Background: an optimization exercise with open tools, aiming at small area. Do not read the settings as production practice.
Only simulation tests tie the RTL to the original design; equivalence was not proved.
Power and IR drop assume default switching activity.

### flow/run.sh
#!/bin/bash
# synth_recipe.tcl (not shown) runs the flow's synth.tcl, then flattens the netlist and writes it again
# the make line also repeats each setting of config.mk as NAME=value (left out here)
make -C /OpenROAD-flow-scripts/flow DESIGN_CONFIG=/design/flow/config.mk WORK_HOME=/design/flow/orfs CLKGATE_MAP_FILE= SYNTH_SCRIPT=/design/flow/synth_recipe.tcl finish
### flow/design.v
module rct_crc_step (
    input  wire [15:0] crc_in,
    input  wire [7:0]  data,
    output reg  [15:0] crc_out
);
    integer k;
    always @* begin
        crc_out = crc_in ^ {data, 8'h00};
        for (k = 0; k < 8; k = k + 1) begin
            if (crc_out[15])
                crc_out = {crc_out[14:0], 1'b0} ^ 16'h1021;
            else
                crc_out = {crc_out[14:0], 1'b0};
        end
    end
endmodule
module rct_decoder (
    input  wire        clk,
    input  wire        rst,
    input  wire        dec_new,
    input  wire        dec_plant,
    input  wire        rx_valid,
    input  wire [7:0]  rx_data,
    output wire        rx_ready,
    output wire [2:0]  dec_status,
    output wire        dec_ft,
    output reg  [7:0]  dec_cmd,
    output reg  [31:0] dec_id,
    output reg  [31:0] dec_addr,
    output reg  [15:0] dec_plen,
    output reg  [15:0] dec_ck_rx,
    output reg  [15:0] dec_ck_calc,
    output reg         pl_valid,
    output reg  [7:0]  pl_data
);
    localparam [7:0] START    = 8'h2B;
    localparam [7:0] ESC      = 8'h2D;
    localparam [7:0] CMD_NONE = 8'hFF;
    localparam [7:0] FT_PLANT = 8'd8;
    localparam [2:0] S_IDLE   = 3'd0;
    localparam [2:0] S_SEEK   = 3'd1;
    localparam [2:0] S_HEADER = 3'd2;
    localparam [2:0] S_BODY   = 3'd3;
    localparam [2:0] S_VALID  = 3'd4;
    localparam [2:0] S_CRCERR = 3'd5;
    localparam [2:0] S_CMDERR = 3'd6;
    localparam [2:0] S_LENERR = 3'd7;
    reg [2:0]  state;
    reg        plant;
    reg        esc;
    reg [16:0] cnt;         
    reg [16:0] target;      
    reg [7:0]  cmd_q;       
    reg [7:0]  len_hi_q;    
    reg [15:0] crc;         
    reg [7:0]  ck_hi_q;     
    reg [31:0] id_sh;
    reg [31:0] addr_sh;
    assign rx_ready   = (state == S_SEEK) || (state == S_HEADER) || (state == S_BODY);
    assign dec_status = state;
    assign dec_ft     = plant;
    wire take   = rx_valid && rx_ready && !dec_new;
    wire is_long = (cmd_q == 8'h03) || (cmd_q == 8'h06);
    wire known  = (cmd_q == 8'h01) || (cmd_q == 8'h02) || (cmd_q == 8'h03) ||
                  (cmd_q == 8'h05) || (cmd_q == 8'h06) || (cmd_q == 8'h08) ||
                  (cmd_q == 8'h3C);
    wire append = take && (state != S_SEEK) && (esc || rx_data != ESC);
    wire [15:0] hdr_len    = is_long ? {len_hi_q, rx_data} : {8'h00, len_hi_q};
    wire [16:0] hdr_ftv    = plant ? {9'd0, FT_PLANT} : 17'd0;
    wire [16:0] hdr_body   = {1'b0, hdr_len} - hdr_ftv;
    wire        hdr_bad    = plant && (hdr_len < {8'h00, FT_PLANT});
    wire [16:0] hdr_target = hdr_body + (is_long ? 17'd4 : 17'd3);
    wire [16:0] cur_target = (cnt == 17'd3) ? hdr_target : target;
    wire        in_pre     = (cnt == 17'd1) || (cnt == 17'd2) || (cnt < cur_target);
    wire [16:0] body_off   = cnt - (is_long ? 17'd4 : 17'd3);
    wire        body_byte  = (cnt >= (is_long ? 17'd4 : 17'd3)) && in_pre;
    wire [16:0] fields_len = plant ? 17'd8 : 17'd4;
    wire        addr_byte  = body_byte && plant && (body_off < 17'd4);
    wire        id_byte    = body_byte && (body_off >= fields_len - 17'd4) && (body_off < fields_len);
    wire        pay_byte   = body_byte && (body_off >= fields_len);
    wire [15:0] crc_next;
    rct_crc_step u_crc (.crc_in(crc), .data(rx_data), .crc_out(crc_next));
    wire [15:0] crc_pad;
    rct_crc_step u_pad (.crc_in(crc), .data(8'h00), .crc_out(crc_pad));
    wire        odd_cover = ~target[0];
    wire [15:0] ck_calc   = odd_cover ? crc_pad : crc;
    wire [15:0] ck_rx     = {ck_hi_q, rx_data};
    wire        last_byte = (state == S_BODY) && (cnt == target + 17'd1);
    wire [16:0] body_len  = target - (is_long ? 17'd4 : 17'd3);
    always @(posedge clk) begin
        if (rst) begin
            state       <= S_IDLE;
            plant       <= 1'b0;
            esc         <= 1'b0;
            cnt         <= 17'd0;
            target      <= 17'd0;
            crc         <= 16'hFFFF;
            dec_cmd     <= CMD_NONE;
            dec_id      <= 32'd0;
            dec_addr    <= 32'd0;
            dec_plen    <= 16'd0;
            dec_ck_rx   <= 16'd0;
            dec_ck_calc <= 16'd0;
            pl_valid    <= 1'b0;
            pl_data     <= 8'd0;
        end else if (dec_new) begin
            state       <= S_SEEK;
            plant       <= dec_plant;
            esc         <= 1'b0;
            cnt         <= 17'd0;
            target      <= 17'd0;
            crc         <= 16'hFFFF;
            dec_cmd     <= CMD_NONE;
            dec_id      <= 32'd0;
            dec_addr    <= 32'd0;
            dec_plen    <= 16'd0;
            dec_ck_rx   <= 16'd0;
            dec_ck_calc <= 16'd0;
            pl_valid    <= 1'b0;
        end else begin
            pl_valid <= 1'b0;
            if (take && state == S_SEEK) begin
                if (rx_data == START) begin
                    cnt   <= 17'd1;
                    state <= S_HEADER;
                end
            end else if (take) begin
                if (!esc && rx_data == ESC) begin
                    esc <= 1'b1;
                end else begin
                    esc <= 1'b0;
                end
            end
            if (append) begin
                cnt <= cnt + 17'd1;
                if (in_pre)
                    crc <= crc_next;
                if (pay_byte) begin
                    pl_valid <= 1'b1;
                    pl_data  <= rx_data;
                end
                if (cnt == 17'd3) begin
                    if (hdr_bad) begin
                        state <= S_LENERR;
                    end else begin
                        target <= hdr_target;
                        state  <= S_BODY;
                    end
                end
                if (last_byte) begin
                    if (ck_rx != ck_calc) begin
                        state       <= S_CRCERR;
                        dec_ck_rx   <= ck_rx;
                        dec_ck_calc <= ck_calc;
                    end else if (!known) begin
                        state <= S_CMDERR;
                    end else if (body_len < fields_len) begin
                        state <= S_LENERR;
                    end else begin
                        state    <= S_VALID;
                        dec_cmd  <= cmd_q;
                        dec_id   <= id_sh;
                        dec_addr <= plant ? addr_sh : 32'd0;
                        dec_plen <= body_len[15:0] - fields_len[15:0];
                    end
                end
            end
        end
    end
    always @(posedge clk) begin
        if (append && !dec_new && !rst) begin
            if (cnt == 17'd1) cmd_q    <= rx_data;
            if (cnt == 17'd2) len_hi_q <= rx_data;
            if (cnt == cur_target) ck_hi_q <= rx_data;
            if (addr_byte) addr_sh <= {addr_sh[23:0], rx_data};
            if (id_byte)   id_sh   <= {id_sh[23:0], rx_data};
        end
    end
endmodule
module rct_encoder (
    input  wire        clk,
    input  wire        rst,
    input  wire        enc_start,
    input  wire [7:0]  enc_cmd,
    input  wire        enc_plant,
    input  wire [31:0] enc_id,
    input  wire [31:0] enc_addr,
    input  wire [15:0] enc_plen,
    input  wire        enc_pl_valid,
    input  wire [7:0]  enc_pl_data,
    output wire        enc_pl_ready,
    output reg         tx_valid,
    output reg  [7:0]  tx_data,
    input  wire        tx_ready,
    output wire        enc_busy,
    output reg  [1:0]  enc_err
);
    localparam [7:0] START    = 8'h2B;
    localparam [7:0] ESC      = 8'h2D;
    localparam [7:0] CMD_READ = 8'h01;
    localparam [3:0] P_DONE  = 4'd0;
    localparam [3:0] P_SOF   = 4'd1;
    localparam [3:0] P_CMD   = 4'd2;
    localparam [3:0] P_LENHI = 4'd3;
    localparam [3:0] P_LENLO = 4'd4;
    localparam [3:0] P_ADDR  = 4'd5;
    localparam [3:0] P_ID    = 4'd6;
    localparam [3:0] P_PAY   = 4'd7;
    localparam [3:0] P_CKHI  = 4'd8;
    localparam [3:0] P_CKLO  = 4'd9;
    reg [3:0]  phase;
    reg [1:0]  fcnt;        
    reg [15:0] pcnt;        
    reg [7:0]  cmd_r;
    reg        plant_r;
    reg        long_r;
    reg [31:0] id_r;
    reg [31:0] addr_r;
    reg [15:0] len_r;
    reg        odd_r;       
    reg [15:0] crc;
    reg [7:0]  ck_lo_r;
    reg        esc_pend;
    reg [7:0]  hold;
    wire        req_long  = (enc_cmd == 8'h03) || (enc_cmd == 8'h06);
    wire        req_known = (enc_cmd == 8'h01) || (enc_cmd == 8'h02) || (enc_cmd == 8'h03) ||
                            (enc_cmd == 8'h05) || (enc_cmd == 8'h06) || (enc_cmd == 8'h08) ||
                            (enc_cmd == 8'h3C);
    wire [15:0] req_n     = (enc_cmd == CMD_READ) ? 16'd0 : enc_plen;
    wire [16:0] req_len   = {1'b0, req_n} + (enc_plant ? 17'd16 : 17'd4);
    wire        req_ovf   = req_long ? req_len[16] : (req_len[16:8] != 9'd0);
    assign enc_busy = (phase != P_DONE) || esc_pend || tx_valid;
    wire   accept   = enc_start && !enc_busy;
    wire slot = !tx_valid || tx_ready;
    assign enc_pl_ready = slot && !esc_pend && (phase == P_PAY) && (pcnt != 16'd0);
    wire [15:0] crc_pad;
    rct_crc_step u_pad (.crc_in(crc), .data(8'h00), .crc_out(crc_pad));
    wire [15:0] ck = odd_r ? crc_pad : crc;
    reg  [7:0] nb;
    reg        nb_ok;
    reg        nb_cov;      
    always @* begin
        nb     = 8'h00;
        nb_ok  = 1'b1;
        nb_cov = 1'b1;
        case (phase)
            P_SOF:   begin nb = START; nb_cov = 1'b0; end
            P_CMD:   nb = cmd_r;
            P_LENHI: nb = len_r[15:8];
            P_LENLO: nb = len_r[7:0];
            P_ADDR:  nb = addr_r[31:24];
            P_ID:    nb = id_r[31:24];
            P_PAY:   begin
                         nb    = enc_pl_data;
                         nb_ok = (pcnt == 16'd0) ? 1'b0 : enc_pl_valid;
                     end
            P_CKHI:  begin nb = ck[15:8]; nb_cov = 1'b0; end
            P_CKLO:  begin nb = ck_lo_r;  nb_cov = 1'b0; end
            default: nb_ok = 1'b0;
        endcase
    end
    wire [15:0] crc_next;
    rct_crc_step u_crc (.crc_in(crc), .data(nb), .crc_out(crc_next));
    wire emit     = slot && !esc_pend && (phase != P_DONE) && nb_ok;
    wire reserved = (nb == START) || (nb == ESC);
    always @(posedge clk) begin
        if (rst) begin
            phase    <= P_DONE;
            esc_pend <= 1'b0;
            tx_valid <= 1'b0;
            tx_data  <= 8'h00;
            enc_err  <= 2'd0;
        end else begin
            if (accept) begin
                if (!req_known) begin
                    enc_err <= 2'd1;
                end else if (req_ovf) begin
                    enc_err <= 2'd2;
                end else begin
                    enc_err <= 2'd0;
                    phase   <= P_SOF;
                end
            end
            if (slot) begin
                if (esc_pend) begin
                    tx_valid <= 1'b1;
                    tx_data  <= hold;
                    esc_pend <= 1'b0;
                end else if (emit) begin
                    tx_valid <= 1'b1;
                    if (reserved && phase != P_SOF) begin
                        tx_data  <= ESC;
                        esc_pend <= 1'b1;
                    end else begin
                        tx_data  <= nb;
                    end
                end else begin
                    tx_valid <= 1'b0;
                end
            end
            if (emit) begin
                case (phase)
                    P_SOF:   phase <= P_CMD;
                    P_CMD:   phase <= long_r ? P_LENHI : P_LENLO;
                    P_LENHI: phase <= P_LENLO;
                    P_LENLO: phase <= plant_r ? P_ADDR : P_ID;
                    P_ADDR:  if (fcnt == 2'd3) phase <= P_ID;
                    P_ID:    if (fcnt == 2'd3) phase <= (pcnt == 16'd0) ? P_CKHI : P_PAY;
                    P_PAY:   if (pcnt == 16'd1) phase <= P_CKHI;
                    P_CKHI:  phase <= P_CKLO;
                    P_CKLO:  phase <= P_DONE;
                    default: phase <= P_DONE;
                endcase
            end
        end
    end
    always @(posedge clk) begin
        if (accept) begin
            cmd_r   <= enc_cmd;
            plant_r <= enc_plant;
            long_r  <= req_long;
            id_r    <= enc_id;
            addr_r  <= enc_plant ? enc_addr : 32'd0;
            len_r   <= req_len[15:0];
            pcnt    <= req_n;
            odd_r   <= req_long ^ req_n[0];
            crc     <= 16'hFFFF;
            fcnt    <= 2'd0;
        end else if (emit) begin
            if (reserved && phase != P_SOF)
                hold <= nb;
            if (nb_cov)
                crc <= crc_next;
            case (phase)
                P_ADDR: begin
                    addr_r <= {addr_r[23:0], 8'h00};
                    fcnt   <= fcnt + 2'd1;
                end
                P_ID: begin
                    id_r <= {id_r[23:0], 8'h00};
                    fcnt <= fcnt + 2'd1;
                end
                P_PAY:  pcnt <= pcnt - 16'd1;
                P_CKHI: ck_lo_r <= ck[7:0];
                default: ;
            endcase
        end
    end
endmodule
module rct_codec (
    input  wire        clk,
    input  wire        rst,
    input  wire        dec_new,
    input  wire        dec_plant,
    input  wire        rx_valid,
    input  wire [7:0]  rx_data,
    output wire        rx_ready,
    output wire [2:0]  dec_status,
    output wire        dec_ft,
    output wire [7:0]  dec_cmd,
    output wire [31:0] dec_id,
    output wire [31:0] dec_addr,
    output wire [15:0] dec_plen,
    output wire [15:0] dec_ck_rx,
    output wire [15:0] dec_ck_calc,
    output wire        pl_valid,
    output wire [7:0]  pl_data,
    input  wire        enc_start,
    input  wire [7:0]  enc_cmd,
    input  wire        enc_plant,
    input  wire [31:0] enc_id,
    input  wire [31:0] enc_addr,
    input  wire [15:0] enc_plen,
    input  wire        enc_pl_valid,
    input  wire [7:0]  enc_pl_data,
    output wire        enc_pl_ready,
    output wire        tx_valid,
    output wire [7:0]  tx_data,
    input  wire        tx_ready,
    output wire        enc_busy,
    output wire [1:0]  enc_err
);
    rct_decoder u_dec (
        .clk(clk), .rst(rst),
        .dec_new(dec_new), .dec_plant(dec_plant),
        .rx_valid(rx_valid), .rx_data(rx_data), .rx_ready(rx_ready),
        .dec_status(dec_status), .dec_ft(dec_ft), .dec_cmd(dec_cmd),
        .dec_id(dec_id), .dec_addr(dec_addr), .dec_plen(dec_plen),
        .dec_ck_rx(dec_ck_rx), .dec_ck_calc(dec_ck_calc),
        .pl_valid(pl_valid), .pl_data(pl_data)
    );
    rct_encoder u_enc (
        .clk(clk), .rst(rst),
        .enc_start(enc_start), .enc_cmd(enc_cmd), .enc_plant(enc_plant),
        .enc_id(enc_id), .enc_addr(enc_addr), .enc_plen(enc_plen),
        .enc_pl_valid(enc_pl_valid), .enc_pl_data(enc_pl_data), .enc_pl_ready(enc_pl_ready),
        .tx_valid(tx_valid), .tx_data(tx_data), .tx_ready(tx_ready),
        .enc_busy(enc_busy), .enc_err(enc_err)
    );
endmodule
### flow/config.mk
export PLATFORM = sky130hd
export DESIGN_NAME = rct_codec
export DESIGN_NICKNAME = rct_codec
export VERILOG_FILES = /design/flow/design.v
export SDC_FILE = /design/flow/constraint.sdc
export NUM_CORES = 4
export LEC_CHECK = 0
export CAP_MARGIN = 20
export CORE_MARGIN = 2
export CORE_UTILIZATION = 40
export PLACE_DENSITY = 0.6
export SLEW_MARGIN = 20
### flow/constraint.sdc
create_clock -name core_clock -period 7.0 [get_ports {clk}]
set_input_delay 1.4000 -clock core_clock [delete_from_list [all_inputs] [get_ports {clk}]]
set_output_delay 1.4000 -clock core_clock [all_outputs]
set_load 0.01 [all_outputs]
==> results.txt <==
## tightest hold or removal path: cells and delay by family (launching register included)
family / cells / cell delay, ns
and+or+nand+nor: 2 / 0.09
DFF: 1 / 0.31
## per-layer routing
layer / global-route usage [%] / vias to the layer above
met2: 35.6 / 553
met4: 4.98 / 2
met1: 31.7 / 8572
met3: 4.45 / 76
met5: 0 / -
li1: - / 8635
## layout by cell type, fill, tap and decap left out, drive strengths merged, types with 68 or more instances in the layout
| master | netlist | final |
|---|---|---|
| a21oi | 137 | 137 |
| inv | 73 | 74 |
| mux2i | 115 | 115 |
| clkbuf | 114 | 68 |
| o21ai | 87 | 87 |
| nor2 | 222 | 222 |
| edfxtp | 211 | 211 |
| dfxtp | 218 | 218 |
| clkdlybuf4s50 | 0 | 258 |
| xnor2 | 128 | 128 |
| nand3 | 105 | 105 |
| nand2 | 309 | 309 |
## flip-flops by register name, indices dropped and copies added, names as in the netlist, 16 cells and up
register,flops
u_dec.dec_addr,32
u_enc.addr_r,32
u_enc.crc,16
u_dec.dec_ck_calc,16
u_enc.len_r,16
u_dec.target,17
u_dec.id_sh,32
u_dec.addr_sh,32
u_dec.dec_id,32
u_dec.dec_plen,16
u_dec.cnt,17
u_enc.pcnt,16
u_dec.crc,16
u_dec.dec_ck_rx,16
u_enc.id_r,32
## area by class of cell
cell class / instances / share of cell area, %
clock buffer: 68 / 5.18
clock inverter: 23 / 0.836
inverter: 75 / 1.04
multi-input combinational: 1679 / 39.2
sequential: 429 / 39.5
tap: 748 / 3.46
timing repair buffer: 298 / 10.8
## power by group through the flow
stage / clock (uW) / sequential [uW] / combinational, uW
global route: 2750 / 2710 / 301
floorplan: 0 / 2750 / 137
finish: 2600 / 2700 / 276
CTS: 2650 / 2700 / 277
global placement: 0 / 2760 / 274
detailed placement: 0 / 2760 / 276
## kinds of logic after synthesis
family / after synthesis / synth area share (%)
simple gates: 905 / 19.3
flops: 429 / 48.2
buf+inv: 227 / 4.14
mux: 134 / 6.17
xor+xnor: 190 / 7.67
fa+ha+maj: 65 / 3.72
compound gates: 385 / 10.8
## metrics by stage
step	total power, uW	instances
floorplan	2890	2335
global placement	3030	3229
detailed placement	3030	3229
CTS	5630	3320
global route	5760	3320
finish	5580	3320
## how the worst max path moves through the flow
stage,startpoint,to,slack [ns],depth (start not counted)
2_1_floorplan,u_dec.cmd_q[6],u_dec.addr_sh[0],0.83,25
3_3_place_gp,rx_data[3],u_dec.addr_sh[3],0.45,22
3_5_place_dp,rx_data[3],u_dec.addr_sh[0],0.31,22
4_1_cts,u_dec.cmd_q[0],u_dec.addr_sh[24],0.79,24
5_1_grt,u_dec.cmd_q[0],u_dec.addr_sh[25],0.36,24
6_report,u_dec.cmd_q[0],u_dec.addr_sh[24],0.72,24
==> flow_results.org <==
** Power and ir drop
- Summed over all nets, the switching power comes to 1230 uW.
- Portion of total power attributed to combinational logic :: 5.0%
- Across the VDD grid, the largest voltage drop is 0.155 mV.
- Of the total power, the share spent switching nets is 22.1%.
- Cell area power density :: 206 mW/mm^2
- In this run, the clock network consumes 46.6% of the power.
- Internal power of the cells :: 4340 uW
- Sequential cells account for 48.5% of the total power.
- In this run the static leakage power is 0.00968 uW.

** Routing
- Post-route DRC :: 0
- First-iteration detailed-routing DRC count :: 1542
- The detailed router placed 17838 vias in this run.
- Met2 routed WL :: 29900 um
- In this run the remaining antenna-violating nets after routing total 0.
- Before antenna repair, the detailed router went through 5 iterations.
- Routed wire length on met3 :: 4570 um
- Final routed wirelength across all metal layers :: 65100 um
- Dividing the detail-routed wire length by the instance count gives 19.6 um.
- Ratio of routed vias to standard cells :: 5.37
- Signal routing reaches up to met5.
- The detailed router put a total of 29500 um of wire on met1.

** Synthesis
- Sorting the synthesized cells by area gives the leading types as edfxtp_1, dfxtp_1, nand2_1.
- Synthesized area per cell :: 9.50 um^2
- Counting flops and latches in the post-synthesis netlist gives 429.
- Counting flops with a built-in enable in the synthesized netlist gives 211.
- Synthesized cell area :: 0.0222 mm^2
- Counting every instance in the synthesized netlist gives 2335.
- Share of async-settable or async-resettable flops after synthesis :: 0%
- Ranking of synthesized cells by instance count :: nand2_1, nor2_1, dfxtp_1
- Fraction of post-synthesis cell area in the top cell type by area :: 28.6%
- When the netlist entered floorplanning its net count stood at 2509.
- Synth warnings :: 3
- Cell type with the highest aggregate area in the netlist :: edfxtp_1
- Summing the sequential cell areas from Yosys gives 48.2% of the chip area.
- Count of distinct cell types in the synthesized netlist :: 82
- Primary flip-flop cell chosen by synthesis mapping :: dfxtp_1
- Most numerous cell in the Yosys netlist :: nand2_1

** Timing
- Worst hold slack across all endpoints :: 0.445 ns
- Post-Route Skew :: 0.0141 ns
- In this run the tightest slew margin relative to its limit is 20.3%.
- RSZ-0062 raised after global routing :: false
- Fin. Hold Viols :: 0
- Min cycle time layout :: 6.28 ns
- Max-slew violation count :: 0
- At the pin with the least slew margin, the transition time is 1.18 ns.
- Setup total negative slack :: 0 ns
- FMAX :: 159 MHz
- Of the available clock period, the critical path in the final layout requires 89.7%.
- Setup slack after layout :: 0.723 ns
- Setup violations, final :: 0

** Min path
- The min-delay analysis places its worst path in the category reg -> reg.
- The worst hold path terminates at u_dec.dec_cmd[6].
- Counting instances, the worst hold path has a depth of 2.
- Worst min-delay path startpoint :: u_dec.dec_cmd[6]

** Clock tree
- Clock root cell :: clkbuf_16
- TritonCTS Sinks :: 429
- Buffers inserted to repair hold after CTS numbered 0.
- Clock network latency to the later pin of the worst-skew pair :: 0.58 ns
- TritonCTS built the clock tree.
- In this run, post-CTS repair resized a total of 0 instances.
- Buffers inserted during clock tree synthesis total 49.
- The clock passes through at most 3 buffers.
- Clock transition time at the flip-flop clock pins of the worst setup and hold paths :: 0.06 ns
- The H-tree was split into 2 levels.
- Once the clock tree was built, the setup fixing pass inserted 0 buffers.

** Layout
- For this run, the post-layout net count is 2706.
- Utilization after layout :: 49.2%
- Relative to the synthesized area, the layout overhead comes to 22.0%.
- The post-route netlist has 6.34% of its cells at a drive strength greater than 1.
- Area taken by multi-input logic gates :: 0.0106 mm^2
- Counting the fill cells in the layout gives 5108.
- The number of antenna diodes in the final layout is 0.
- Final Instance Area :: 0.0271 mm^2
- Area of all sequential standard cells :: 0.0107 mm^2

** Placement
- In this run the cell area measured after placement is 0.0254 mm^2.
- At the end of routability-driven placement, the weighted congestion stood at 0.910.
- Port buffering added 259 buffers.
- Dpl ws :: 0.310 ns
- HPWL Detailed :: 46700 um

** Die
- Die width :: 240 um
- Starting density of the core :: 40.4%
- The die covers 0.0574 mm^2.
- 260 I/O pins were placed.
- After floorplanning, the core was divided into 86 placement rows.
- The floorplan step defined a core boundary enclosing 0.0550 mm^2.
- The die is 240 um tall.

** Worst setup path
- Cell-by-cell trace of the critical path :: xor2_2 > and3_1 > inv_2 > mux2_2 > ha_1 > ha_1 > nor2_1 > a21oi_1 > and3_1 > nor2_1 > o21ai_0 > xor2_1 > mux2i_1 > ha_1 > and4_1 > nand2_1 > a21oi_1 > a211oi_1 > o31ai_1 > o21a_1 > a21oi_1 > and4_1 > and4_1 > buf_12
- Maximum net fanout on the critical path :: 32
- Setup slack on the worst reg-to-reg path comes out at 0.72 ns.
- At the worst endpoint, the required time is 7.32 ns.
- Worst EP arrival :: 6.60 ns
- Buffers plus inverters on the worst setup path :: 2
- The slowest stage of the critical path is the o31ai_1 cell.
- The worst setup path is of the reg -> reg kind.
- The worst register-to-register path begins at u_dec.cmd_q[0].
- Crit-path leading delay family :: compound AO/OA/AOI/OAI gates
- Depth of the most critical reg-to-reg path :: 24
- STA classifies the critical path startpoint as a register.
- STA classifies the critical path endpoint as a register.
- Endpoint of the lowest-slack register-to-register path :: u_dec.addr_sh[24]
- CP max stage delay :: 0.60 ns

** Global routing
- Summed over all layers, the global routing overflow is 0.
- Overall fraction of global-route tracks in use :: 22.5%
- Global-route wire length before repair :: 100000 um
- Pin count of the biggest net entering global routing :: 79
- The number of global-route vias before repair is 17254.
- The initial antenna violation count was 2.

** Job
- Number of maximum-capacitance constraint violations :: 0

** Run status
- Status :: complete, no violations

[re-timing with driven ports]
The results above use ideal ports. As a check the final layout listed here was re-extracted and re-timed, cells and wires unchanged. Step 1, drivers: a clkbuf_16 drives clk and a buf_2 each remaining input, both assumed. Step 2 adds t to the input delays and takes it off the output delays; t is the mean of the earliest and latest rising clock arrival at the registers after step 1. Input paths then give back, and output paths get back, about the clock's delay inside the block. Slacks: no drivers / after step 1 / after step 2; pairs: no drivers / after step 1.
shift t [ns]: 0.639
setup slack, ns: 0.723 / 0.723 / 0.241
clock arrival spread, ns: 0.016 / 0.015
After both steps setup and hold are still met in this run. For this run, drivers alone change the setup slack by 0.000 ns; drivers and shift together by -0.482 ns.
